This design comes from an exercise in tuning for small area on the open sky130 flow, not from production work. Function was checked by simulation only, so behaviour that the tests miss may differ from the original. Power figures rest on the tool's default switching activity, not on a simulated workload.

==> flow/design.v (outline; a module is shown in full before it is edited, if it fits) <==
// module sd_filter_ch: 71 lines
// module sd_demod: 169 lines
// module sd_rx: 81 lines
// module sd_magsq: 1018 lines
module sd_rx (
    input  wire        clk,
    input  wire        rst,           
    input  wire [2:0]  cfg_flog2,     
    input  wire [15:0] cfg_decim,     
    input  wire [15:0] cfg_sps,       
    input  wire [7:0]  cfg_minpre,    
    input  wire [7:0]  cfg_maxerr,    
    input  wire [31:0] cfg_thresh,    
    input  wire        cfg_policy,    
    input  wire        in_valid,
    input  wire [15:0] in_i,
    input  wire [15:0] in_q,
    output reg         mag_valid,
    output reg  [31:0] mag,
    output wire        pkt_valid,
    output wire [79:0] pkt
);
  // ...
==> flow/run.sh <==
#!/bin/bash
# synth_recipe.tcl (not shown) runs the flow's synth.tcl, then flattens the netlist and writes it again
# the make line also repeats each setting of config.mk as NAME=value (left out here)
make -C /OpenROAD-flow-scripts/flow DESIGN_CONFIG=/design/flow/config.mk WORK_HOME=/design/flow/orfs CLKGATE_MAP_FILE= SYNTH_SCRIPT=/design/flow/synth_recipe.tcl finish
==> flow/config.mk <==
export PLATFORM = sky130hd
export DESIGN_NAME = sd_rx
export DESIGN_NICKNAME = sd_rx
export VERILOG_FILES = /design/flow/design.v
export SDC_FILE = /design/flow/constraint.sdc
export NUM_CORES = 4
export LEC_CHECK = 0
export CAP_MARGIN = 20
export CORE_MARGIN = 2
export CORE_UTILIZATION = 40
export PLACE_DENSITY = 0.6
export SLEW_MARGIN = 20
==> flow/constraint.sdc <==
create_clock -name core_clock -period 13.0 [get_ports {clk}]
set_input_delay 2.6000 -clock core_clock [delete_from_list [all_inputs] [get_ports {clk}]]
set_output_delay 2.6000 -clock core_clock [all_outputs]
set_load 0.01 [all_outputs]
==> results.sh, run 1 <==
export IMPL_setup_viol_count_final=0
export IMPL_nNetsFinal=4304
export IMPL_grt_max_degree=192
export IMPL_p_comb_mw=6.31
export IMPL_tapCellCount=1794
export IMPL_diodes=1
export IMPL_n_all_inverters=407
export IMPL_synthFlopType="edfxtp_1"
export IMPL_critPathBufInv=4
export IMPL_wl_met2_mm=52.9
export IMPL_synth_top_family_by_area="adder cells"
export IMPL_clkPwrFrac_pct=24.7
export IMPL_cts_max_level=4
export IMPL_crit_slowest_cell="fa_1"
export IMPL_largestRegisters="u_fi.hist (512), u_fq.hist (512)"
export IMPL_wl_per_cell_um=20.1
export IMPL_root_buffer="clkbuf_16"
export IMPL_p_leak_nw=22.8
export IMPL_grt_pass1_wl_mm=175
export IMPL_finalPower_mw=15.4
export IMPL_p_seq_share_pct=34.4
export IMPL_outcome="no timing/DRC/antenna violations"
export IMPL_multi_input_cells=1658
export IMPL_first_iter_violations=2693
export IMPL_route_met3_wl_mm=5.53
export IMPL_ant_nets=0
export IMPL_synth_seq_area_share_pct=69.6
==> inputs of run 2 (changes only) <==
--- a/flow/config.mk
+++ b/flow/config.mk
@@ -7,6 +7,7 @@
 export LEC_CHECK = 0
 export CAP_MARGIN = 20
 export CORE_MARGIN = 2
-export CORE_UTILIZATION = 40
-export PLACE_DENSITY = 0.6
+export CORE_UTILIZATION = 65
+export CTS_BUF_LIST = sky130_fd_sc_hd__clkbuf_8
+export PLACE_DENSITY = 0.78
 export SLEW_MARGIN = 20
==> results.sh, run 2 <==
export IMPL_rsz0062_at_grt="no"
export IMPL_dp_hpwl_mm=72.6
export IMPL_tightest_slew_ns=1.14
export IMPL_p_leak_nw=22.9
export IMPL_first_iter_violations=2696
export IMPL_via_count=29100
export IMPL_antenna_found_initial=5
export IMPL_fin_skew_ns=0.0350
export IMPL_yosys_register_bits=1318
export IMPL_layout_commonest_cell="edfxtp_1"
export IMPL_synth_seq_area_share_pct=69.6
export IMPL_clock_path_buffers=3
export IMPL_synth_edff_count=1203
export IMPL_outcome="no timing/DRC/antenna violations"
export IMPL_cts_sinks=1318
export IMPL_wl_per_cell_um=21.2
export IMPL_power_density_mw_per_mm2=234
export IMPL_yosysTopAreaCellShare_pct=65.4
export IMPL_finalPower_mw=14.8
export IMPL_fillers=4930
export IMPL_cp_data_required_time_ns=13.73
export IMPL_r2r_start="flog2[0]"
export IMPL_cts_setup_buffers=0
export IMPL_cts_repair_resize_count=0
export IMPL_relSlewSlack_pct=24.0
export IMPL_io_buffers=232
export IMPL_synthToLayoutAreaGrowth_pct=14.2
export IMPL_largestRegisters="u_fi.hist (512), u_fq.hist (512)"
export IMPL_nNetsFinal=4362
export IMPL_p_seq_share_pct=36.0
export IMPL_ant_nets=0
export IMPL_synth_cell_type_count=78
export IMPL_min_path_cells=0
export IMPL_hold_buffers=0
export IMPL_dieWidth_um=296
export IMPL_wirelength_mm=110
export IMPL_grt_pass1_wl_mm=168
export IMPL_swShare_pct=35.8
export IMPL_synth_cell_area_mm2=0.0553
export IMPL_r2r_cells=41
export IMPL_cts_tree="done"
export IMPL_p_comb_share_pct=41.9
export IMPL_p_switching_mw=5.29
export IMPL_synth_fp_nets=3972
export IMPL_cts_max_level=4
export IMPL_synth_largest_area_cell="edfxtp_1"
export IMPL_track_usage_pct=25.7
export IMPL_cp_common_cell="fa_1"
export IMPL_rrSetupSlack_ns=0.47
export IMPL_io_pins=233
export IMPL_die_area_mm2=0.0873
export IMPL_syn_avg_cell_area_um2=15.8
export IMPL_cp_startpoint="flog2[0]"
export IMPL_clk_pin_slew_worst_paths_ns=0.06
export IMPL_ir_worst_vdd_uv=524
export IMPL_worst_r2r_endpoint="mag[31]"
export IMPL_crit_path_max_incr_delay_ns=0.55
export IMPL_route_detailed_drc=0
export IMPL_internal_power_mw=9.48
export IMPL_clk_latency_ns=0.87
export IMPL_gp_congestion=0.912
export IMPL_crit_path_end="mag[31]"
export IMPL_seq_area_mm2=0.0384
export IMPL_synthTopCellsByCount="edfxtp_1 (1203), inv_1 (405), nor2_1 (325)"
export IMPL_arrival_ns=13.26
export IMPL_start_kind="register"
export IMPL_first_global_vias=29400
export IMPL_grt_max_degree=212
export IMPL_slew_viol_final=0
export IMPL_final_cell_mix="edfxtp_1 (1203), inv_1 (464), nor2_1 (324)"
export IMPL_finalCriticalPeriod_ns=12.53
export IMPL_synthCells=3493
export IMPL_setup_viol_count_final=0
export IMPL_first_pass_iters=5
export IMPL_crit_slowest_cell="fa_1"
export IMPL_clkPwrFrac_pct=22.1
export IMPL_die_h_um=296
export IMPL_post_route_period_util_pct=96.4
export IMPL_synthFlopType="edfxtp_1"
export IMPL_coreArea_mm2=0.0840
export IMPL_synthTopCellsByArea="edfxtp_1 (65%), fa_1 (11%), dfxtp_1 (4.2%)"
export IMPL_drive_gt1_share_pct=10.8
export IMPL_start_util_pct=65.8
export IMPL_synth_most_common_cell="edfxtp_1"
export IMPL_root_buffer="clkbuf_8"
export IMPL_crit_path_end_kind="register"
export IMPL_hold_viol=0
export IMPL_vias_per_cell=5.62
export IMPL_multi_input_area_mm2=0.0149
export IMPL_max_freq_mhz=79.8
export IMPL_drv_cap=0
export IMPL_hp_class="register to register"
export IMPL_cts_made_buffers=191
export IMPL_final_setup_tns_ns=0
export IMPL_ys_warn_count=3
export IMPL_worstSetupPathType="register to register"
export IMPL_grt_remaining_overflow=0
export IMPL_path_max_fanout=16
export IMPL_num_rows=106
export IMPL_synth_async_reset_ratio_pct=0
-- run 2: routing by layer --
layer | global-route usage (%) | routed length (um)
met4 | 9.38 | 2980
met3 | 5.37 | 6990
met2 | 39.0 | 51700
met5 | 0 | 13
met1 | 37.8 | 48000
-- run 2: critical path, delay by kind of cell, from the launching register on --
family | cells | cell delay, ns
AO/OA/AOI/OAI | 2 | 0.30
adder cells (fa/ha/maj) | 28 | 10.10
AND/OR/NAND/NOR | 2 | 0.30
XOR/XNOR | 2 | 0.31
buffers and inverters | 7 | 0.99
flip-flops | 1 | 0.39
-- run 2: metrics by stage --
stage / instances / util (%) / instance area, um2 / hold WS [ns] / worst slack [ns]
6_report: 5183 / 75.2 / 63100 / 0.397 / 0.471
5_1_grt: 5182 / 75.2 / 63100 / 0.409 / 0.00544
4_1_cts: 5172 / 75.1 / 63000 / 0.396 / 0.257
3_5_place_dp: 4817 / 70.5 / 59200 / 0.405 / 0.284
3_3_place_gp: 4817 / 70.5 / 59200 / 0.400 / 0.534
2_1_floorplan: 3493 / - / 55300 / 0.400 / 0.410
-- run 2: logic make-up (layout without fill, tap and decap cells) --
kind of cell | count (synthesis) | in the layout | share of synthesized area (%)
other | 0 | 4 | 0
multiplexers | 105 | 105 | 2.63
AND/OR/NAND/NOR | 748 | 748 | 6.21
flip-flops | 1318 | 1318 | 69.6
XOR/XNOR | 83 | 83 | 1.32
buffers and inverters | 517 | 1069 | 3.53
adder cells (fa/ha/maj) | 365 | 365 | 12.4
AO/OA/AOI/OAI | 357 | 357 | 4.39
-- run 2: power by group through the flow --
stage	logic (mW)	clock network (mW)	registers (mW)
3_3_place_gp	6.17	0	5.39
6_report	6.19	3.26	5.32
2_1_floorplan	4.02	0	5.31
4_1_cts	6.32	3.36	5.32
5_1_grt	7.09	3.53	5.34
3_5_place_dp	6.28	0	5.40
-- run 2: final cells by class --
type	count	area share [%]
well taps	1134	2.25
flip-flops and latches	1318	60.9
inverters	407	2.42
multi-input cells	1658	23.6
clock buffers	205	4.47
diodes	4	0.0159
clock inverters	150	1.65
repair buffers	307	4.65
-- run 2: how the worst min path moves through the flow --
stage,startpoint,endpoint,slack (ns)
finish,u_fq.hist[476],u_fq.hist[492],0.40
global route,u_fi.hist[357],u_fi.hist[373],0.41
CTS,u_fq.hist[236],u_fq.hist[252],0.40
detailed placement,u_demod.rb[17],u_demod.rb[18],0.40
global placement,u_fi.hist[104],u_fi.hist[120],0.40
floorplan,u_demod.rb[9],u_demod.rb[10],0.40
==> inputs of run 3 (changes only) <==
==> flow/flow/run.sh (new file) <==
#!/bin/bash
# Own layout flow: the standard synthesis, then a netlist pass that
# removes inverters around full adders (flow/fa_polarity.py), then the standard flow's
# standard layout with smaller port buffers and a clock tree of clkbuf_8
# without dummy loads. Each tool's output goes to a log file here.
set -euo pipefail
here=$(pwd)
res=$here/orfs/results/$FLOW_PLATFORM/sd_rx/base

bash standard.sh synth > "$here/1_synth.log" 2>&1

python3 flow/fa_polarity.py "$res/1_2_yosys.v" "$res/1_2_yosys.pol.v" > "$here/1_fa_polarity.log" 2>&1
cp "$res/1_2_yosys.v" "$res/1_2_yosys.std.v"
mv "$res/1_2_yosys.pol.v" "$res/1_2_yosys.v"
rm -f "$res/1_synth.odb" "$res/1_synth.sdc"
bash standard.sh synth > "$here/1_synth_odb.log" 2>&1

bash standard.sh \
    "BUFFER_PORTS_ARGS=-buffer_cell sky130_fd_sc_hd__buf_1" \
    "CTS_ARGS=-sink_clustering_enable -repair_clock_nets -buf_list sky130_fd_sc_hd__clkbuf_8 -sink_clustering_size 16 -sink_clustering_max_diameter 60 -dont_use_dummy_load" \
    finish > "$here/2_layout.log" 2>&1
==> flow/flow/fa_polarity.py (new file) <==
#!/usr/bin/env python3
"""Remove inverters around full adders in a Yosys gate netlist (sky130hd).

A full adder with all inputs and both outputs inverted is the same function:
FA(~a, ~b, ~c) = (~sum, ~cout). Yosys's extract_fa leaves many adders whose
inputs or outputs go through inverters; this picks, for each fa cell, whether
to use it in that inverted sense so that as few inverters as possible are
needed, then rebuilds the inverters: at most one per signal that some pin
needs inverted. Registers and all other cells are kept as they are.

usage: fa_polarity.py in.v out.v
"""
import re, sys, collections

src = open(sys.argv[1]).read()
m = re.search(r'^module\s+(\S+)\s*\(.*?\);', src, re.S | re.M)
head_end = m.end()
end = src.rindex('endmodule')
body = src[head_end:end]

inst_re = re.compile(r'^\s*(sky130_fd_sc_hd__\w+)\s+(\S+)\s*\((.*?)\);\s*$', re.S | re.M)
pin_re = re.compile(r'\.(\w+)\(\s*((?:\\\S+\s)|[^()\s]+)\s*\)')
OUTPINS = {'X', 'Y', 'SUM', 'COUT', 'Q', 'Q_N'}

insts = []
spans = []
for mm in inst_re.finditer(body):
    t, n, pins = mm.group(1), mm.group(2), mm.group(3)
    pl = [(p, v.strip()) for p, v in pin_re.findall(pins)]
    insts.append([t, n, pl])
    spans.append((mm.start(), mm.end()))
rest = []
last = 0
for s, e in spans:
    rest.append(body[last:s]); last = e
rest.append(body[last:])
rest = ''.join(rest)

fixed_nets = set()
for a in re.finditer(r'assign\s+(.*?);', rest, re.S):
    for tok in re.findall(r'\\\S+|[A-Za-z_][\w$]*(?:\[\d+\])?', a.group(1)):
        fixed_nets.add(tok.strip())
        fixed_nets.add(re.sub(r'\[\d+\]$', '', tok.strip()))
ports = set()
for pm in re.finditer(r'^\s*(input|output|inout)\s+(?:\[[^\]]*\]\s*)?(.*?);', src, re.M):
    for p in pm.group(2).split(','):
        ports.add(p.strip())
def is_fixed(net):
    b = re.sub(r'\[\d+\]$', '', net)
    return net in fixed_nets or b in ports or net in ports

def isinv(t):
    return re.match(r'sky130_fd_sc_hd__(clk)?inv_\d+$', t) is not None
def isfa(t):
    return re.match(r'sky130_fd_sc_hd__fa_\d+$', t) is not None

driver = {}
for i, (t, n, pl) in enumerate(insts):
    for p, v in pl:
        if p in OUTPINS:
            driver[v] = (i, p)

# inverters that are removable: output net not fixed
removable = set()
for i, (t, n, pl) in enumerate(insts):
    if isinv(t):
        d = dict(pl)
        if not is_fixed(d['Y']):
            removable.add(i)

def resolve(net):
    """(base net, polarity) of a net, through removable inverters."""
    pol = 0
    seen = 0
    while net in driver and driver[net][0] in removable:
        i = driver[net][0]
        net = dict(insts[i][2])['A']
        pol ^= 1
        seen += 1
        if seen > 100: break
    return net, pol

# consumers: (inst index, pin, base, pol)
cons = []
for i, (t, n, pl) in enumerate(insts):
    if i in removable: continue
    for p, v in pl:
        if p in OUTPINS: continue
        b, pol = resolve(v)
        cons.append((i, p, b, pol))
# nets used by assigns/ports that are outputs of removable inverters cannot exist (made fixed)

fa_ids = [i for i, (t, n, pl) in enumerate(insts) if isfa(t)]
flip = collections.defaultdict(int)
base_fa = {}   # base net -> fa index driving it
for i in fa_ids:
    for p, v in insts[i][2]:
        if p in ('SUM', 'COUT'):
            base_fa[v] = i
cons_by_base = collections.defaultdict(list)
cons_by_inst = collections.defaultdict(list)
for k, (i, p, b, pol) in enumerate(cons):
    cons_by_base[b].append(k)
    cons_by_inst[i].append(k)

def avail(b):
    i = base_fa.get(b)
    return flip[i] if i is not None else 0
def demand(k):
    i, p, b, pol = cons[k]
    return pol ^ (flip[i] if isfa(insts[i][0]) else 0)
def base_cost(b):
    a = avail(b)
    return 1 if any(demand(k) != a for k in cons_by_base[b]) else 0
def local_bases(i):
    bs = set(cons[k][2] for k in cons_by_inst[i])
    for p, v in insts[i][2]:
        if p in ('SUM', 'COUT'): bs.add(v)
    return bs

orig_inv = len(removable)
total0 = sum(base_cost(b) for b in cons_by_base)
improved = True
rounds = 0
while improved and rounds < 50:
    improved = False
    rounds += 1
    for i in fa_ids:
        bs = local_bases(i)
        before = sum(base_cost(b) for b in bs)
        flip[i] ^= 1
        after = sum(base_cost(b) for b in bs)
        if after < before:
            improved = True
        else:
            flip[i] ^= 1
total1 = sum(base_cost(b) for b in cons_by_base)

# rebuild
newinv = {}
decls = []
out_insts = []
cnt = 0
def inv_of(b):
    global cnt
    if b not in newinv:
        cnt += 1
        nn = f'_fapol_n{cnt}_'
        newinv[b] = nn
        decls.append(f'  wire {nn};')
        bb = b if not b.startswith('\\') else b + ' '
        out_insts.append(f'  sky130_fd_sc_hd__inv_1 _fapol_i{cnt}_ (\n    .A({bb}),\n    .Y({nn})\n  );')
    return newinv[b]
conn = {}
for k, (i, p, b, pol) in enumerate(cons):
    if demand(k) != avail(b):
        conn[(i, p)] = inv_of(b)
    else:
        conn[(i, p)] = b
def fmt(v):
    return v + ' ' if v.startswith('\\') else v
for i, (t, n, pl) in enumerate(insts):
    if i in removable: continue
    pins = []
    for p, v in pl:
        if p in OUTPINS:
            pins.append(f'    .{p}({fmt(v)})')
        else:
            pins.append(f'    .{p}({fmt(conn[(i, p)])})')
    out_insts.append(f'  {t} {n} (\n' + ',\n'.join(pins) + '\n  );')

out = src[:head_end] + '\n' + '\n'.join(decls) + '\n' + rest.rstrip() + '\n' + '\n'.join(out_insts) + '\n' + src[end:]
open(sys.argv[2], 'w').write(out)
sys.stderr.write(f'fa_polarity: {len(fa_ids)} fa cells, {sum(flip[i] for i in fa_ids)} flipped; '
                 f'inverters {orig_inv} -> {len(newinv)} (model {total0} -> {total1}), {rounds} rounds\n')
==> flow/standard.sh (new file) <==
#!/bin/bash
# synth_recipe.tcl (not shown) runs the flow's synth.tcl, then flattens the netlist and writes it again
# the make line also repeats each setting of config.mk as NAME=value (left out here)
make -C /OpenROAD-flow-scripts/flow DESIGN_CONFIG=/design/flow/config.mk WORK_HOME=/design/flow/orfs CLKGATE_MAP_FILE= SYNTH_SCRIPT=/design/flow/synth_recipe.tcl "${@:-finish}"
--- a/flow/config.mk
+++ b/flow/config.mk
@@ -7,7 +7,6 @@
 export LEC_CHECK = 0
 export CAP_MARGIN = 20
 export CORE_MARGIN = 2
-export CORE_UTILIZATION = 65
-export CTS_BUF_LIST = sky130_fd_sc_hd__clkbuf_8
-export PLACE_DENSITY = 0.78
+export CORE_UTILIZATION = 40
+export PLACE_DENSITY = 0.6
 export SLEW_MARGIN = 20
removed: flow/run.sh
==> results.sh, run 3 <==
export IMPL_first_pass_iters=7
export IMPL_tightest_slew_ns=1.02
export IMPL_critPathBufInv=3
export IMPL_clk_latency_ns=0.85
export IMPL_arrival_ns=13.02
export IMPL_wirelength_mm=111
export IMPL_first_global_vias=27500
export IMPL_final_setup_tns_ns=0
export IMPL_ir_worst_vdd_uv=409
export IMPL_vias_per_cell=5.07
export IMPL_grt_pass1_wl_mm=169
export IMPL_grt_remaining_overflow=0
export IMPL_crit_path_end="mag[31]"
export IMPL_route_detailed_drc=0
export IMPL_track_usage_pct=15.8
export IMPL_root_buffer="clkbuf_8"
export IMPL_cp_common_cell="fa_1"
export IMPL_dieWidth_um=374
export IMPL_multi_input_area_mm2=0.0149
export IMPL_use_met1_pct=23.2
export IMPL_rrSetupSlack_ns=0.64
export IMPL_layout_commonest_cell="edfxtp_1"
export IMPL_cp_depth=38
export IMPL_crit_slowest_cell="dfxtp_4"
export IMPL_top_usage_layer="met2"
export IMPL_path_max_fanout=46
export IMPL_syn_avg_cell_area_um2=16.3
export IMPL_worst_r2r_endpoint="mag[31]"
export IMPL_dp_hpwl_mm=75.6
export IMPL_p_leak_nw=20.2
export IMPL_cts_repair_resize_count=0
export IMPL_worstSetupPathType="register to register"
export IMPL_gp_congestion=0.900
export IMPL_start_util_pct=40.4
export IMPL_final_cell_mix="edfxtp_1 (1203), nor2_1 (324), fa_1 (304)"
export IMPL_die_area_mm2=0.140
export IMPL_final_util_pct=43.9
export IMPL_synthToLayoutAreaGrowth_pct=8.86
export IMPL_drv_cap=0
export IMPL_critPathTopFamily="adder cells"
export IMPL_cp_data_required_time_ns=13.66
export IMPL_nNetsFinal=4138
export IMPL_cts_sinks=1318
export IMPL_fillers=11900
export IMPL_crit_path_end_kind="register"
export IMPL_antenna_found_initial=14
export IMPL_outcome="no timing/DRC/antenna violations"
export IMPL_max_freq_mhz=80.9
export IMPL_ys_warn_count=3
export IMPL_relSlewSlack_pct=32.2
export IMPL_cts_setup_buffers=0
export IMPL_io_pins=233
export IMPL_die_h_um=374
export IMPL_seq_area_mm2=0.0384
export IMPL_clk_pin_slew_worst_paths_ns=0.09
export IMPL_post_route_period_util_pct=95.1
export IMPL_crit_path_max_incr_delay_ns=0.72
export IMPL_hold_viol=0
export IMPL_synthCells=3361
export IMPL_num_rows=135
export IMPL_met2_usage_pct=24.0
export IMPL_r2r_cells=38
export IMPL_first_iter_violations=2526
export IMPL_use_met3_pct=2.62
export IMPL_grt_max_degree=217
export IMPL_synth_fp_nets=3840
export IMPL_r2r_start="flog2[1]"
export IMPL_rsz0062_at_grt="no"
export IMPL_fin_skew_ns=0.0982
export IMPL_setup_viol_count_final=0
export IMPL_start_kind="register"
export IMPL_wl_per_cell_um=20.4
export IMPL_slew_viol_final=0
export IMPL_finalCriticalPeriod_ns=12.36
export IMPL_cp_startpoint="flog2[1]"
export IMPL_hp_class="register to register"
export IMPL_cts_made_buffers=110
export IMPL_io_buffers=232
export IMPL_synth_cell_area_mm2=0.0548
export IMPL_power_density_mw_per_mm2=225
export IMPL_hold_buffers=0
export IMPL_coreArea_mm2=0.136
export IMPL_drive_gt1_share_pct=7.68
export IMPL_largestRegisters="u_fi.hist (512), u_fq.hist (512)"
export IMPL_clock_path_buffers=3
export IMPL_cts_tree="done"
export IMPL_ant_nets=0
export IMPL_cts_max_level=3
export IMPL_via_count=27600
## run 3: layout make-up
cell class / count / share of cell area (%)
multi-input cells: 1658 / 25.0
flip-flops and latches: 1318 / 64.5
repair buffers: 296 / 2.46
diodes: 4 / 0.0168
well taps: 1781 / 3.74
clock buffers: 110 / 2.54
inverters: 275 / 1.73
## run 3: report_power, final
part / leakage (nW) / internal (mW) / switching (mW)
Combinational: 7.16 / 2.63 / 3.46
Clock: 0.791 / 0.749 / 1.24
Sequential: 12.2 / 5.07 / 0.248
## run 3: worst min path at each step
stage	from	end	slack, ns	depth (start not counted)
detailed placement	u_demod.rb[24]	u_demod.rb[25]	0.40	0
global placement	u_fi.hist[107]	u_fi.hist[123]	0.40	0
floorplan	u_demod.rb[9]	u_demod.rb[10]	0.40	0
global route	u_fq.hist[183]	u_fq.hist[199]	0.37	0
CTS	u_fi.hist[343]	u_fi.hist[359]	0.36	0
finish	u_fi.hist[343]	u_fi.hist[359]	0.36	0
## run 3: per-stage QoR
stage / cell area (um2) / total power [mW] / setup WS (ns) / cells / hold WS [ns]
after floorplan: 54800 / 9.33 / 0.881 / 3361 / 0.400
after global placement: 58000 / 11.8 / 0.784 / 5325 / 0.400
after detailed placement: 58000 / 11.7 / 0.544 / 5325 / 0.405
after CTS: 59500 / 13.9 / 0.494 / 5435 / 0.359
after global routing: 59600 / 14.8 / 0.0000213 / 5439 / 0.368
final: 59600 / 13.4 / 0.636 / 5442 / 0.363
## run 3: per-layer routing
| layer | routed length (um) | vias to the layer above |
|---|---|---|
| met5 | 39 | - |
| met4 | 3600 | 6 |
| met3 | 5420 | 206 |
| met2 | 50200 | 685 |
| met1 | 51600 | 14100 |
| li1 | - | 12600 |
==> module sd_filter_ch, before the edit <==
module sd_filter_ch (
    input  wire               clk,
    input  wire               rst,
    input  wire [2:0]         flog2,    
    input  wire               put,
    input  wire               old_ok,
    input  wire signed [15:0] x,
    output wire signed [15:0] get
);
    reg  [32*16-1:0]   hist;
    reg  [20:0]        sum;
    always @(posedge clk)
        if (put)
            hist <= {hist[31*16-1:0], x};
    reg [15:0] old;
    always @(*) begin
        case (flog2)
            3'd0:    old = hist[ 0*16 +: 16];
            3'd1:    old = hist[ 1*16 +: 16];
            3'd2:    old = hist[ 3*16 +: 16];
            3'd3:    old = hist[ 7*16 +: 16];
            3'd4:    old = hist[15*16 +: 16];
            default: old = hist[31*16 +: 16];
        endcase
        if (!old_ok)
            old = 16'd0;
    end
    wire [15:0] xa = {~x[15], x[14:0]};
    wire [15:0] ob = {old[15], ~old[14:0]};
    reg  [20:0] ps, pc;       
    reg  [20:0] nsum;
    reg         rc;
    integer b;
    always @(*) begin
        for (b = 0; b < 16; b = b + 1) begin
            ps[b] = sum[b] ^ xa[b] ^ ob[b];
            if (b < 15)
                pc[b+1] = (sum[b] & xa[b]) | (sum[b] & ob[b]) | (xa[b] & ob[b]);
        end
        pc[16] = (sum[15] & xa[15]) | (sum[15] & ob[15]) | (xa[15] & ob[15]);
        for (b = 16; b < 21; b = b + 1) begin
            ps[b] = ~sum[b];
            if (b < 20)
                pc[b+1] = sum[b];
        end
        pc[0] = 1'b1;
        rc = 1'b0;
        for (b = 0; b < 21; b = b + 1) begin
            nsum[b] = ps[b] ^ pc[b] ^ rc;
            rc      = (ps[b] & pc[b]) | (ps[b] & rc) | (pc[b] & rc);
        end
    end
    always @(posedge clk) begin
        if (rst)
            sum <= 21'd0;
        else if (put)
            sum <= nsum;
    end
    reg [15:0] mean;
    always @(*) begin
        case (flog2)
            3'd0:    mean = sum[15:0];
            3'd1:    mean = sum[16:1];
            3'd2:    mean = sum[17:2];
            3'd3:    mean = sum[18:3];
            3'd4:    mean = sum[19:4];
            default: mean = sum[20:5];
        endcase
    end
    assign get = mean;
endmodule
==> module sd_rx, before the edit <==
module sd_rx (
    input  wire        clk,
    input  wire        rst,           
    input  wire [2:0]  cfg_flog2,     
    input  wire [15:0] cfg_decim,     
    input  wire [15:0] cfg_sps,       
    input  wire [7:0]  cfg_minpre,    
    input  wire [7:0]  cfg_maxerr,    
    input  wire [31:0] cfg_thresh,    
    input  wire        cfg_policy,    
    input  wire        in_valid,
    input  wire [15:0] in_i,
    input  wire [15:0] in_q,
    output reg         mag_valid,
    output reg  [31:0] mag,
    output wire        pkt_valid,
    output wire [79:0] pkt
);
    wire signed [15:0] get_i;
    wire signed [15:0] get_q;
    wire put = in_valid;
    reg  [2:0] flog2;
    always @(posedge clk)
        flog2 <= cfg_flog2;
    reg  [5:0] fill;
    always @(posedge clk) begin
        if (rst)
            fill <= 6'd0;
        else if (put && !fill[5])
            fill <= fill + 6'd1;
    end
    reg old_ok;
    always @(*) begin
        case (flog2)
            3'd0:    old_ok = |fill;
            3'd1:    old_ok = |fill[5:1];
            3'd2:    old_ok = |fill[5:2];
            3'd3:    old_ok = |fill[5:3];
            3'd4:    old_ok = |fill[5:4];
            default: old_ok = fill[5];
        endcase
    end
    sd_filter_ch u_fi (
        .clk(clk), .rst(rst), .flog2(flog2), .put(put), .old_ok(old_ok),
        .x(in_i), .get(get_i)
    );
    sd_filter_ch u_fq (
        .clk(clk), .rst(rst), .flog2(flog2), .put(put), .old_ok(old_ok),
        .x(in_q), .get(get_q)
    );
    reg  [15:0] dcnt;
    reg         feed_pend;
    wire [15:0] dcnt_inc  = dcnt + 16'd1;
    wire        dec_point = (dcnt_inc == cfg_decim);
    always @(posedge clk) begin
        if (rst) begin
            dcnt      <= 16'd0;
            feed_pend <= 1'b0;
            mag_valid <= 1'b0;
        end else begin
            feed_pend <= put && dec_point;
            mag_valid <= feed_pend;
            if (put) begin
                if (dec_point)
                    dcnt <= 16'd0;
                else
                    dcnt <= dcnt_inc;
            end
        end
    end
    wire [31:0] magsq;
    sd_magsq u_sq (.a(get_i), .b(get_q), .m(magsq));
    always @(posedge clk)
        mag <= magsq;
    sd_demod u_demod (
        .clk(clk), .rst(rst), .feed(mag_valid), .mag(mag),
        .thresh(cfg_thresh), .sps(cfg_sps), .minpre(cfg_minpre),
        .maxerr(cfg_maxerr), .policy(cfg_policy),
        .delivered(pkt_valid), .pkt(pkt)
    );
endmodule
==> inputs of run 4 (changes only) <==
--- a/flow/design.v
+++ b/flow/design.v
@@ -56,17 +56,9 @@
         else if (put)
             sum <= nsum;
     end
-    reg [15:0] mean;
-    always @(*) begin
-        case (flog2)
-            3'd0:    mean = sum[15:0];
-            3'd1:    mean = sum[16:1];
-            3'd2:    mean = sum[17:2];
-            3'd3:    mean = sum[18:3];
-            3'd4:    mean = sum[19:4];
-            default: mean = sum[20:5];
-        endcase
-    end
+    wire [18:0] sh4  = flog2[2] ? {{2{sum[20]}}, sum[20:4]} : sum[18:0];
+    wire [16:0] sh2  = flog2[1] ? sh4[18:2] : sh4[16:0];
+    wire [15:0] mean = flog2[0] ? sh2[16:1] : sh2[15:0];
     assign get = mean;
 endmodule
 module sd_demod (
@@ -288,13 +280,13 @@
         .clk(clk), .rst(rst), .flog2(flog2), .put(put), .old_ok(old_ok),
         .x(in_q), .get(get_q)
     );
-    reg  [15:0] dcnt;
+    reg  [15:0] rem;
     reg         feed_pend;
-    wire [15:0] dcnt_inc  = dcnt + 16'd1;
-    wire        dec_point = (dcnt_inc == cfg_decim);
+    wire [15:0] rem_load  = cfg_decim - 16'd1;
+    wire        dec_point = (rem == 16'd0);
     always @(posedge clk) begin
         if (rst) begin
-            dcnt      <= 16'd0;
+            rem       <= rem_load;
             feed_pend <= 1'b0;
             mag_valid <= 1'b0;
         end else begin
@@ -302,9 +294,9 @@
             mag_valid <= feed_pend;
             if (put) begin
                 if (dec_point)
-                    dcnt <= 16'd0;
+                    rem <= rem_load;
                 else
-                    dcnt <= dcnt_inc;
+                    rem <= rem - 16'd1;
             end
         end
     end
==> flow/flow/fa_polarity.py (replaced) <==
#!/usr/bin/env python3
"""Cut inverters around full adders in a Yosys gate netlist (sky130hd).

A full adder with all inputs and both outputs inverted is the same function:
FA(~a, ~b, ~c) = (~sum, ~cout). Yosys's extract_fa leaves many adders whose
inputs or outputs go through inverters. This pass picks, for each fa cell,
whether to use it in that inverted sense, and for each simple gate that has
a complement cell (and2/nand2, or2/nor2, xor2/xnor2, a21o/a21oi, ...)
which of the two to use, so that the cells and inverters take the least
area; then it rebuilds the inverters, at most one per signal that some pin
needs inverted. The choice is made by simulated annealing with a fixed seed
(so the same netlist always gives the same result), then a greedy pass.
Registers keep their cells and names; no logic function at
a register or port changes.

usage: fa_polarity.py in.v out.v
"""
import re, sys, collections

import os
LIB = os.path.join(os.environ.get("FLOW_HOME", "/OpenROAD-flow-scripts/flow"),
                   "platforms/sky130hd/lib/sky130_fd_sc_hd__tt_025C_1v80.lib")
area = {}
cur = None
for line in open(LIB):
    m = re.match(r'\s*cell\s*\(\s*"?(\w+)"?\s*\)', line)
    if m: cur = m.group(1)
    m = re.match(r'\s*area\s*:\s*([\d.]+)', line)
    if m and cur: area[cur] = float(m.group(1)); cur = None
INV_AREA = area['sky130_fd_sc_hd__inv_1']

P = 'sky130_fd_sc_hd__'
# complement pairs with the same input pins (out pin X <-> Y)
PAIRS = [('and2', 'nand2'), ('or2', 'nor2'), ('and3', 'nand3'), ('or3', 'nor3'),
         ('and4', 'nand4'), ('or4', 'nor4'), ('xor2', 'xnor2'), ('xor3', 'xnor3'),
         ('a21o', 'a21oi'), ('o21a', 'o21ai'), ('a22o', 'a22oi'), ('o22a', 'o22ai'),
         ('a31o', 'a31oi'), ('o31a', 'o31ai'), ('a211o', 'a211oi'), ('o211a', 'o211ai'),
         ('a221o', 'a221oi'), ('o221a', 'o221ai'), ('a32o', 'a32oi'), ('o32a', 'o32ai')]
comp = {}
for a, b in PAIRS:
    for sz in ('0', '1', '2', '4'):
        ca, cb = f'{P}{a}_{sz}', f'{P}{b}_{sz}'
        if ca in area and cb in area:
            comp[ca] = cb; comp[cb] = ca
        elif ca in area and f'{P}{b}_1' in area and sz == '0':
            comp[ca] = f'{P}{b}_1'
        elif cb in area and f'{P}{a}_1' in area and sz == '0':
            comp[cb] = f'{P}{a}_1'
# output pin of each cell, from the library
outpins = {}
cur = None
pin = None
for line in open(LIB):
    m = re.match(r'\s*cell\s*\(\s*"?(\w+)"?\s*\)', line)
    if m: cur = m.group(1); continue
    m = re.match(r'\s*pin\s*\(\s*"?(\w+)"?\s*\)', line)
    if m: pin = m.group(1); continue
    if re.match(r'\s*direction\s*:\s*"?output', line) and cur and pin:
        outpins.setdefault(cur, pin)
def outpin(t):
    return outpins[t]

src = open(sys.argv[1]).read()
m = re.search(r'^module\s+(\S+)\s*\(.*?\);', src, re.S | re.M)
head_end = m.end()
end = src.rindex('endmodule')
body = src[head_end:end]

inst_re = re.compile(r'^\s*(sky130_fd_sc_hd__\w+)\s+(\S+)\s*\((.*?)\);\s*$', re.S | re.M)
pin_re = re.compile(r'\.(\w+)\(\s*((?:\\\S+\s)|[^()\s]+)\s*\)')
OUTPINS = {'X', 'Y', 'SUM', 'COUT', 'Q', 'Q_N'}

insts = []
spans = []
for mm in inst_re.finditer(body):
    t, n, pins = mm.group(1), mm.group(2), mm.group(3)
    pl = [(p, v.strip()) for p, v in pin_re.findall(pins)]
    insts.append([t, n, pl])
    spans.append((mm.start(), mm.end()))
rest = []
last = 0
for s, e in spans:
    rest.append(body[last:s]); last = e
rest.append(body[last:])
rest = ''.join(rest)

fixed_nets = set()
for a in re.finditer(r'assign\s+(.*?);', rest, re.S):
    for tok in re.findall(r'\\\S+|[A-Za-z_][\w$]*(?:\[\d+\])?', a.group(1)):
        fixed_nets.add(tok.strip())
        fixed_nets.add(re.sub(r'\[\d+\]$', '', tok.strip()))
ports = set()
for pm in re.finditer(r'^\s*(input|output|inout)\s+(?:\[[^\]]*\]\s*)?(.*?);', src, re.M):
    for p in pm.group(2).split(','):
        ports.add(p.strip())
def is_fixed(net):
    b = re.sub(r'\[\d+\]$', '', net)
    return net in fixed_nets or b in ports or net in ports

def isinv(t): return re.match(P + r'(clk)?inv_\d+$', t) is not None
def isfa(t): return re.match(P + r'fa_\d+$', t) is not None

driver = {}
for i, (t, n, pl) in enumerate(insts):
    for p, v in pl:
        if p in OUTPINS:
            driver[v] = (i, p)

removable = set()
for i, (t, n, pl) in enumerate(insts):
    if isinv(t) and not is_fixed(dict(pl)['Y']):
        removable.add(i)

def resolve(net):
    pol = 0
    k = 0
    while net in driver and driver[net][0] in removable and k < 100:
        net = dict(insts[driver[net][0]][2])['A']
        pol ^= 1
        k += 1
    return net, pol

cons = []
for i, (t, n, pl) in enumerate(insts):
    if i in removable: continue
    for p, v in pl:
        if p in OUTPINS: continue
        b, pol = resolve(v)
        cons.append((i, p, b, pol))

# flippable nodes: fa cells, and gates with a complement whose output net is not fixed
node_of_base = {}     # base net -> node index
flip = collections.defaultdict(int)
fa_ids = [i for i, (t, n, pl) in enumerate(insts) if isfa(t)]
gate_ids = []
for i, (t, n, pl) in enumerate(insts):
    if i in removable: continue
    if isfa(t):
        for p, v in pl:
            if p in ('SUM', 'COUT'): node_of_base[v] = i
    elif t in comp:
        outs = [v for p, v in pl if p in OUTPINS]
        o = outs[0]
        if len(outs) == 1 and not is_fixed(o):
            gate_ids.append(i)
            node_of_base[o] = i
gate_set = set(gate_ids)

cons_by_base = collections.defaultdict(list)
cons_by_inst = collections.defaultdict(list)
for k, (i, p, b, pol) in enumerate(cons):
    cons_by_base[b].append(k)
    cons_by_inst[i].append(k)

def avail(b):
    i = node_of_base.get(b)
    return flip[i] if i is not None else 0
def demand(k):
    i, p, b, pol = cons[k]
    return pol ^ (flip[i] if isfa(insts[i][0]) else 0)
def base_cost(b):
    a = avail(b)
    return INV_AREA if any(demand(k) != a for k in cons_by_base[b]) else 0.0
def node_area(i):
    t = insts[i][0]
    if i in gate_set and flip[i]: return area[comp[t]]
    return area.get(t, 0.0)
def out_bases(i):
    return [v for p, v in insts[i][2] if p in OUTPINS]
def in_bases(i):
    return set(cons[k][2] for k in cons_by_inst[i])
def local_cost(nodes):
    bs = set()
    for i in nodes:
        bs |= in_bases(i); bs.update(out_bases(i))
    return sum(base_cost(b) for b in bs) + sum(node_area(i) for i in nodes if i in gate_set)

def total_cost():
    return sum(base_cost(b) for b in cons_by_base) + sum(node_area(i) for i in gate_ids)

c0 = total_cost()
import random
rng = random.Random(1)
nodes_all = gate_ids + fa_ids
aff = {}
for i in nodes_all:
    bs = set(in_bases(i)); bs.update(out_bases(i))
    aff[i] = bs
def delta_flip(i):
    bs = aff[i]
    before = sum(base_cost(b) for b in bs) + (node_area(i) if i in gate_set else 0)
    flip[i] ^= 1
    after = sum(base_cost(b) for b in bs) + (node_area(i) if i in gate_set else 0)
    flip[i] ^= 1
    return after - before
cur = c0
best = c0
best_flip = dict(flip)
N = int(os.environ.get("FA_POL_MOVES", "1000000"))
T0, T1 = float(os.environ.get("FA_POL_T0", "6.0")), 0.05
rounds = N
for it in range(N):
    T = T0 * (T1 / T0) ** (it / N)
    i = nodes_all[rng.randrange(len(nodes_all))]
    d = delta_flip(i)
    if d <= 0 or rng.random() < pow(2.718281828, -d / T):
        flip[i] ^= 1
        cur += d
        if cur < best - 1e-9:
            best = cur
            best_flip = dict(flip)
flip.clear()
flip.update(best_flip)
# final greedy polish
improved = True
while improved:
    improved = False
    for i in nodes_all:
        if delta_flip(i) < -1e-9:
            flip[i] ^= 1
            improved = True
c1 = total_cost()

newinv = {}
decls = []
out_insts = []
cnt = 0
def fmt(v): return v + ' ' if v.startswith('\\') else v
def inv_of(b):
    global cnt
    if b not in newinv:
        cnt += 1
        nn = f'_fapol_n{cnt}_'
        newinv[b] = nn
        decls.append(f'  wire {nn};')
        out_insts.append(f'  {P}inv_1 _fapol_i{cnt}_ (\n    .A({fmt(b)}),\n    .Y({nn})\n  );')
    return newinv[b]
conn = {}
for k, (i, p, b, pol) in enumerate(cons):
    conn[(i, p)] = inv_of(b) if demand(k) != avail(b) else b
nflip_fa = sum(flip[i] for i in fa_ids)
nflip_g = sum(flip[i] for i in gate_ids)
for i, (t, n, pl) in enumerate(insts):
    if i in removable: continue
    nt = comp[t] if (i in gate_set and flip[i]) else t
    pins = []
    for p, v in pl:
        if p in OUTPINS:
            pp = outpin(nt) if (i in gate_set) else p
            pins.append(f'    .{pp}({fmt(v)})')
        else:
            pins.append(f'    .{p}({fmt(conn[(i, p)])})')
    out_insts.append(f'  {nt} {n} (\n' + ',\n'.join(pins) + '\n  );')

out = src[:head_end] + '\n' + '\n'.join(decls) + '\n' + rest.rstrip() + '\n' + '\n'.join(out_insts) + '\n' + src[end:]
open(sys.argv[2], 'w').write(out)
sys.stderr.write(f'fa_polarity: {len(fa_ids)} fa cells ({nflip_fa} flipped), {len(gate_ids)} gates with a complement '
                 f'({nflip_g} swapped); inverters {len(removable)} -> {len(newinv)}; '
                 f'area of the cells it may change {c0:.1f} -> {c1:.1f} um2, {rounds} rounds\n')
==> results.sh, run 4 <==
export IMPL_synthToLayoutAreaGrowth_pct=10.4
export IMPL_dieWidth_um=369
export IMPL_cts_made_buffers=111
export IMPL_relSlewSlack_pct=30.4
export IMPL_clk_pin_slew_worst_paths_ns=0.09
export IMPL_hp_start="u_fq.hist[346]"
export IMPL_clock_path_buffers=3
export IMPL_layout_commonest_cell="edfxtp_1"
export IMPL_ant_nets=0
export IMPL_start_util_pct=40.2
export IMPL_crit_path_max_incr_delay_ns=0.55
export IMPL_io_buffers=232
export IMPL_tightest_slew_ns=1.04
export IMPL_via_count=26000
export IMPL_grt_remaining_overflow=0
export IMPL_worstSetupPathType="register to register"
export IMPL_num_rows=134
export IMPL_grt_pass1_wl_mm=159
export IMPL_slew_viol_final=0
export IMPL_wirelength_mm=105
export IMPL_nNetsFinal=3925
export IMPL_min_path_cells=0
export IMPL_r2r_start="flog2[1]"
export IMPL_synthCells=3053
export IMPL_largestRegisters="u_fi.hist (512), u_fq.hist (512)"
export IMPL_final_cell_mix="edfxtp_1 (1219), nor2_1 (312), fa_1 (286)"
export IMPL_hp_class="register to register"
export IMPL_power_density_mw_per_mm2=209
export IMPL_drv_cap=0
export IMPL_ys_warn_count=3
export IMPL_cp_data_required_time_ns=13.73
export IMPL_cts_max_level=3
export IMPL_finalPower_mw=12.4
export IMPL_antenna_found_initial=17
export IMPL_track_usage_pct=15.4
export IMPL_route_detailed_drc=0
export IMPL_start_kind="register"
export IMPL_rrSetupSlack_ns=0.47
export IMPL_crit_slowest_cell="mux4_2"
export IMPL_hold_viol=0
export IMPL_first_iter_violations=2067
export IMPL_coreArea_mm2=0.133
export IMPL_cts_sinks=1318
export IMPL_outcome="no timing/DRC/antenna violations"
export IMPL_syn_avg_cell_area_um2=17.5
export IMPL_rsz0062_at_grt="no"
export IMPL_gp_congestion=0.881
export IMPL_p_leak_nw=20.4
export IMPL_crit_path_end_kind="register"
export IMPL_path_max_fanout=6
export IMPL_synth_cell_area_mm2=0.0534
export IMPL_cts_tree="done"
export IMPL_post_route_period_util_pct=96.4
export IMPL_setup_viol_count_final=0
export IMPL_finalCriticalPeriod_ns=12.53
export IMPL_wl_per_cell_um=20.1
export IMPL_ir_worst_vdd_uv=393
export IMPL_final_util_pct=44.4
export IMPL_fin_skew_ns=0.122
export IMPL_max_freq_mhz=79.8
export IMPL_cp_common_cell="fa_2"
export IMPL_fin_cells=5218
export IMPL_die_h_um=369
export IMPL_drive_gt1_share_pct=9.85
export IMPL_root_buffer="clkbuf_8"
export IMPL_r2r_cells=36
export IMPL_arrival_ns=13.26
export IMPL_dp_cells=5096
export IMPL_io_pins=233
export IMPL_dp_hpwl_mm=70.7
export IMPL_vias_per_cell=4.99
export IMPL_clk_latency_ns=0.85
export IMPL_fillers=11700
export IMPL_cp_startpoint="flog2[1]"
export IMPL_grt_max_degree=199
export IMPL_die_area_mm2=0.137
export IMPL_first_global_vias=26200
export IMPL_synth_fp_nets=3534
export IMPL_first_pass_iters=5
run 4: cell count changes in the layout (fill, tap and decap cells not counted), moves of 18 or more:
cell / delta
a22oi_1: +92
a311oi_1: -23
a31o_1: +31
buf_4: +75
fa_1: -18
fa_2: +18
inv_1: -132
nand2_1: -81
nor3_1: -19
o21ai_0: -18
or2_2: -36
run 4: final cells by class:
class | instances | area (um2) | area share, %
flip-flops and latches | 1318 | 38600 | 65.4
multi-input cells | 1497 | 14100 | 23.9
well taps | 1768 | 2210 | 3.75
repair buffers | 373 | 2010 | 3.41
clock buffers | 111 | 1530 | 2.59
inverters | 143 | 537 | 0.910
diodes | 8 | 20.0 | 0.0339
run 4: through the flow:
| step | TNS, ns | hold slack (ns) | instance area [um2] | setup slack (ns) |
|---|---|---|---|---|
| 5_1_grt | 0 | 0.365 | 59000 | 0.0329 |
| 3_3_place_gp | -0.488 | 0.400 | 57300 | -0.366 |
| 6_report | 0 | 0.373 | 59000 | 0.470 |
| 2_1_floorplan | 0 | 0.400 | 53600 | 0.00261 |
| 3_5_place_dp | -0.670 | 0.405 | 57300 | -0.455 |
| 4_1_cts | 0 | 0.356 | 58900 | 0.00767 |
run 4: layer usage:
| metal | global-route usage [%] | part of all wire (%) | up-vias |
|---|---|---|---|
| met5 | 0 | 0.055 | - |
| met4 | 4.27 | 2.3 | 8 |
| met3 | 2.61 | 5.2 | 160 |
| met2 | 23.6 | 46 | 575 |
| met1 | 22.6 | 47 | 13400 |
| li1 | - | - | 11900 |
run 4: timing repair:
item / 4_1_cts / 5_1_grt
endpoints found under the hold margin: 0 / 0
resized for setup: 10 / 9
endpoints found under the setup margin: 2 / 2
pin swaps: 1 / 5
buffers inserted: 0 / 2
hold buffers: 0 / 0
run 4: worst paths after layout:
check,endpoint
worst max-delay path,mag[31]
worst min-delay path,u_fq.hist[362]
worst max register to register,mag[31]
worst min register to register,u_fq.hist[362]
run 4: report_power, final:
| part | total, mW | switching [mW] | internal [mW] |
|---|---|---|---|
| clock network | 1.99 | 1.24 | 0.755 |
| logic | 5.13 | 2.77 | 2.35 |
| registers | 5.23 | 0.181 | 5.05 |
run 4: worst max-delay path: cells and delay by family, from the launching register on:
kind / cells / cell delay [ns]
buffers and inverters: 2 / 0.32
adder cells (fa/ha/maj): 29 / 10.72
flip-flops: 1 / 0.39
multiplexers: 2 / 0.68
XOR/XNOR: 2 / 0.28
AND/OR/NAND/NOR: 1 / 0.05
==> inputs of run 5 (changes only) <==
--- a/flow/flow/run.sh
+++ b/flow/flow/run.sh
@@ -2,7 +2,9 @@
 # Own layout flow: the standard synthesis, then a netlist pass that
 # removes inverters around full adders (flow/fa_polarity.py), then the standard flow's
 # standard layout with smaller port buffers and a clock tree of clkbuf_8
-# without dummy loads. Each tool's output goes to a log file here.
+# without dummy loads, and the global-route step's power recovery (which
+# downsizes cells off the critical paths). Each tool's output goes to a log
+# file here.
 set -euo pipefail
 here=$(pwd)
 res=$here/orfs/results/$FLOW_PLATFORM/sd_rx/base
@@ -17,5 +19,6 @@
 
 bash standard.sh \
     "BUFFER_PORTS_ARGS=-buffer_cell sky130_fd_sc_hd__buf_1" \
+    "RECOVER_POWER=100" \
     "CTS_ARGS=-sink_clustering_enable -repair_clock_nets -buf_list sky130_fd_sc_hd__clkbuf_8 -sink_clustering_size 16 -sink_clustering_max_diameter 60 -dont_use_dummy_load" \
     finish > "$here/2_layout.log" 2>&1
--- a/flow/flow/fa_polarity.py
+++ b/flow/flow/fa_polarity.py
@@ -35,7 +35,9 @@
          ('and4', 'nand4'), ('or4', 'nor4'), ('xor2', 'xnor2'), ('xor3', 'xnor3'),
          ('a21o', 'a21oi'), ('o21a', 'o21ai'), ('a22o', 'a22oi'), ('o22a', 'o22ai'),
          ('a31o', 'a31oi'), ('o31a', 'o31ai'), ('a211o', 'a211oi'), ('o211a', 'o211ai'),
-         ('a221o', 'a221oi'), ('o221a', 'o221ai'), ('a32o', 'a32oi'), ('o32a', 'o32ai')]
+         ('a221o', 'a221oi'), ('o221a', 'o221ai'), ('a32o', 'a32oi'), ('o32a', 'o32ai'),
+         ('mux2', 'mux2i'), ('and2b', 'nand2b'), ('or2b', 'nor2b'), ('a21bo', 'a21boi'),
+         ('o21ba', 'o21bai')]
 comp = {}
 for a, b in PAIRS:
     for sz in ('0', '1', '2', '4'):
==> results.sh, run 5 <==
export IMPL_first_iter_violations=2262
export IMPL_hold_path_endpoint="u_fi.hist[457]"
export IMPL_fin_skew_ns=0.106
export IMPL_hp_class="register to register"
export IMPL_io_pins=233
export IMPL_wl_per_cell_um=20.1
export IMPL_num_rows=134
export IMPL_ant_nets=0
export IMPL_rsz0062_at_grt="no"
export IMPL_coreArea_mm2=0.133
export IMPL_synthToLayoutAreaGrowth_pct=10.1
export IMPL_first_pass_iters=5
export IMPL_hp_start="u_fi.hist[441]"
export IMPL_path_max_fanout=5
export IMPL_via_count=26000
export IMPL_tightest_slew_ns=6.69
export IMPL_post_route_period_util_pct=97.0
export IMPL_r2r_cells=36
export IMPL_cts_sinks=1318
export IMPL_dieWidth_um=369
export IMPL_grt_max_degree=209
export IMPL_route_detailed_drc=0
export IMPL_outcome="finished with violations"
export IMPL_root_buffer="clkbuf_8"
export IMPL_cts_made_buffers=110
export IMPL_grt_pass1_wl_mm=159
export IMPL_worst_r2r_endpoint="mag[31]"
export IMPL_track_usage_pct=15.4
export IMPL_crit_path_max_incr_delay_ns=0.55
export IMPL_r2r_start="flog2[1]"
export IMPL_min_path_cells=0
export IMPL_p_leak_nw=20.3
export IMPL_cts_max_level=3
export IMPL_power_density_mw_per_mm2=211
export IMPL_cp_common_cell="fa_2"
export IMPL_wirelength_mm=104
export IMPL_cp_data_required_time_ns=13.73
export IMPL_layout_commonest_cell="edfxtp_1"
export IMPL_fillers=11600
export IMPL_gp_congestion=0.887
export IMPL_vias_per_cell=4.99
export IMPL_ys_warn_count=3
export IMPL_setup_viol_count_final=0
export IMPL_clk_latency_ns=0.84
export IMPL_first_global_vias=26200
export IMPL_cts_tree="done"
export IMPL_dp_hpwl_mm=70.7
export IMPL_synthCells=3052
export IMPL_syn_avg_cell_area_um2=17.5
export IMPL_final_cell_mix="edfxtp_1 (1219), nor2_1 (312), fa_1 (285)"
export IMPL_synth_fp_nets=3533
export IMPL_hold_viol=0
export IMPL_crit_slowest_cell="mux4_2"
export IMPL_io_buffers=232
export IMPL_relSlewSlack_pct=-346
export IMPL_finalCriticalPeriod_ns=12.61
export IMPL_drive_gt1_share_pct=9.22
export IMPL_drv_cap=12
export IMPL_final_util_pct=44.2
export IMPL_rrSetupSlack_ns=0.39
export IMPL_dpl_cell_area_mm2=0.0573
export IMPL_clk_pin_slew_worst_paths_ns=0.10
export IMPL_start_util_pct=40.2
export IMPL_final_area_mm2=0.0588
export IMPL_grt_remaining_overflow=0
export IMPL_synth_cell_area_mm2=0.0534
export IMPL_crit_path_end_kind="register"
export IMPL_die_area_mm2=0.136
export IMPL_violations="max-capacitance violations, max-slew violations"
export IMPL_worstSetupPathType="register to register"
export IMPL_antenna_found_initial=9
export IMPL_start_kind="register"
export IMPL_die_h_um=369
export IMPL_nNetsFinal=3921
export IMPL_slew_viol_final=997
export IMPL_cts_setup_buffers=0
export IMPL_clock_path_buffers=3
export IMPL_max_freq_mhz=79.3
export IMPL_ir_worst_vdd_uv=315
export IMPL_arrival_ns=13.34
export IMPL_largestRegisters="u_fi.hist (512), u_fq.hist (512)"
## run 5: final cells by class
type,instances,area (um2),area share (%)
Timing Repair Buffer,371,1890,3.21
Multi-Input combinational cell,1497,14100,23.9
Antenna cell,2,5.00,0.00851
Inverter,142,533,0.906
Tap cell,1768,2210,3.76
Sequential cell,1318,38600,65.6
Clock buffer,110,1510,2.57
## run 5: report_power, final
part	leakage, nW	total, mW	switching [mW]	internal [mW]
logic	7.28	5.20	2.82	2.38
clock network	0.791	1.99	1.24	0.749
registers	12.2	5.25	0.181	5.07
total	20.3	12.4	4.24	8.19
## run 5: worst max-delay path: cells and delay by family, from the launching register on
kind                       cells  cell delay, ns
and+or+nand+nor                1            0.05
buffers and inverters          2            0.33
DFF                            1            0.39
muxes                          2            0.72
adders and majority gates     29           10.76
xor gates and xnor gates       2            0.28
## run 5: how the worst max path moves through the flow
stage | start | to | slack (ns) | cells past startpoint
final | flog2[1] | mag[31] | 0.39 | 36
after floorplan | flog2[1] | mag[31] | 0.0009 | 37
after detailed placement | flog2[1] | mag[31] | -0.44 | 37
after global placement | flog2[1] | mag[31] | -0.33 | 37
after CTS | flog2[1] | mag[31] | 0.04 | 37
after global routing | flog2[1] | mag[31] | 0.0009 | 36
## run 5: timing repair
item | 4_1_cts | 5_1_grt
hold buffers | 0 | 0
setup endpoints to repair | 2 | 2
resized for setup | 9 | 7
pin swaps | 1 | 3
hold endpoints to repair | 0 | 0
## run 5: per-layer routing
metal	share of wire, %	vias to the layer above	GRT usage [%]
met4	2.5	6	4.91
met1	46	13400	22.2
met2	46	608	23.3
li1	-	11900	-
met3	6.0	159	3.27
met5	0.038	-	0
## run 5: through the flow
step                      std cells  power (mW)  setup slack [ns]  setup TNS, ns  hold slack, ns
after floorplan                3052        8.62          0.000899              0           0.400
after global placement         5096        10.6            -0.327         -0.416           0.400
after detailed placement       5096        10.5            -0.439         -0.644           0.405
after CTS                      5206        12.8            0.0365              0           0.365
after global routing           5208        13.5          0.000866              0           0.369
final                          5208        12.4             0.394              0           0.366

==> what the ideal ports hide <==
Ports are ideal in the flow. The routed layouts listed here were re-timed in OpenROAD.
Step 1, drivers: a clkbuf_16 drives clk and a buf_2 each remaining input, both assumed.
Step 2 also shifts input and output timing later by t, the mid clock arrival at the registers, as if the neighbouring blocks saw the same clock.
Three values: no drivers, after step 1, after step 2; two values: the first two.
run	t (ns)	slack for setup (ns)	latest minus earliest clock arrival (ns)	worst register clock-pin slew, ns
run 1	0.827	0.439 / 0.439 / 0.439	0.055 / 0.056	0.07 / 0.07
run 2	0.917	0.471 / 0.471 / 0.471	0.041 / 0.041	0.07 / 0.07
run 3	0.873	0.636 / 0.636 / 0.636	0.107 / 0.107	0.11 / 0.11
run 4	0.861	0.470 / 0.470 / 0.470	0.129 / 0.129	0.10 / 0.10
run 5	0.871	0.394 / 0.394 / 0.322	0.129 / 0.129	0.10 / 0.10
For run 5, which loses most, drivers alone change the setup slack by 0.000 ns; drivers and shift together by -0.072 ns.
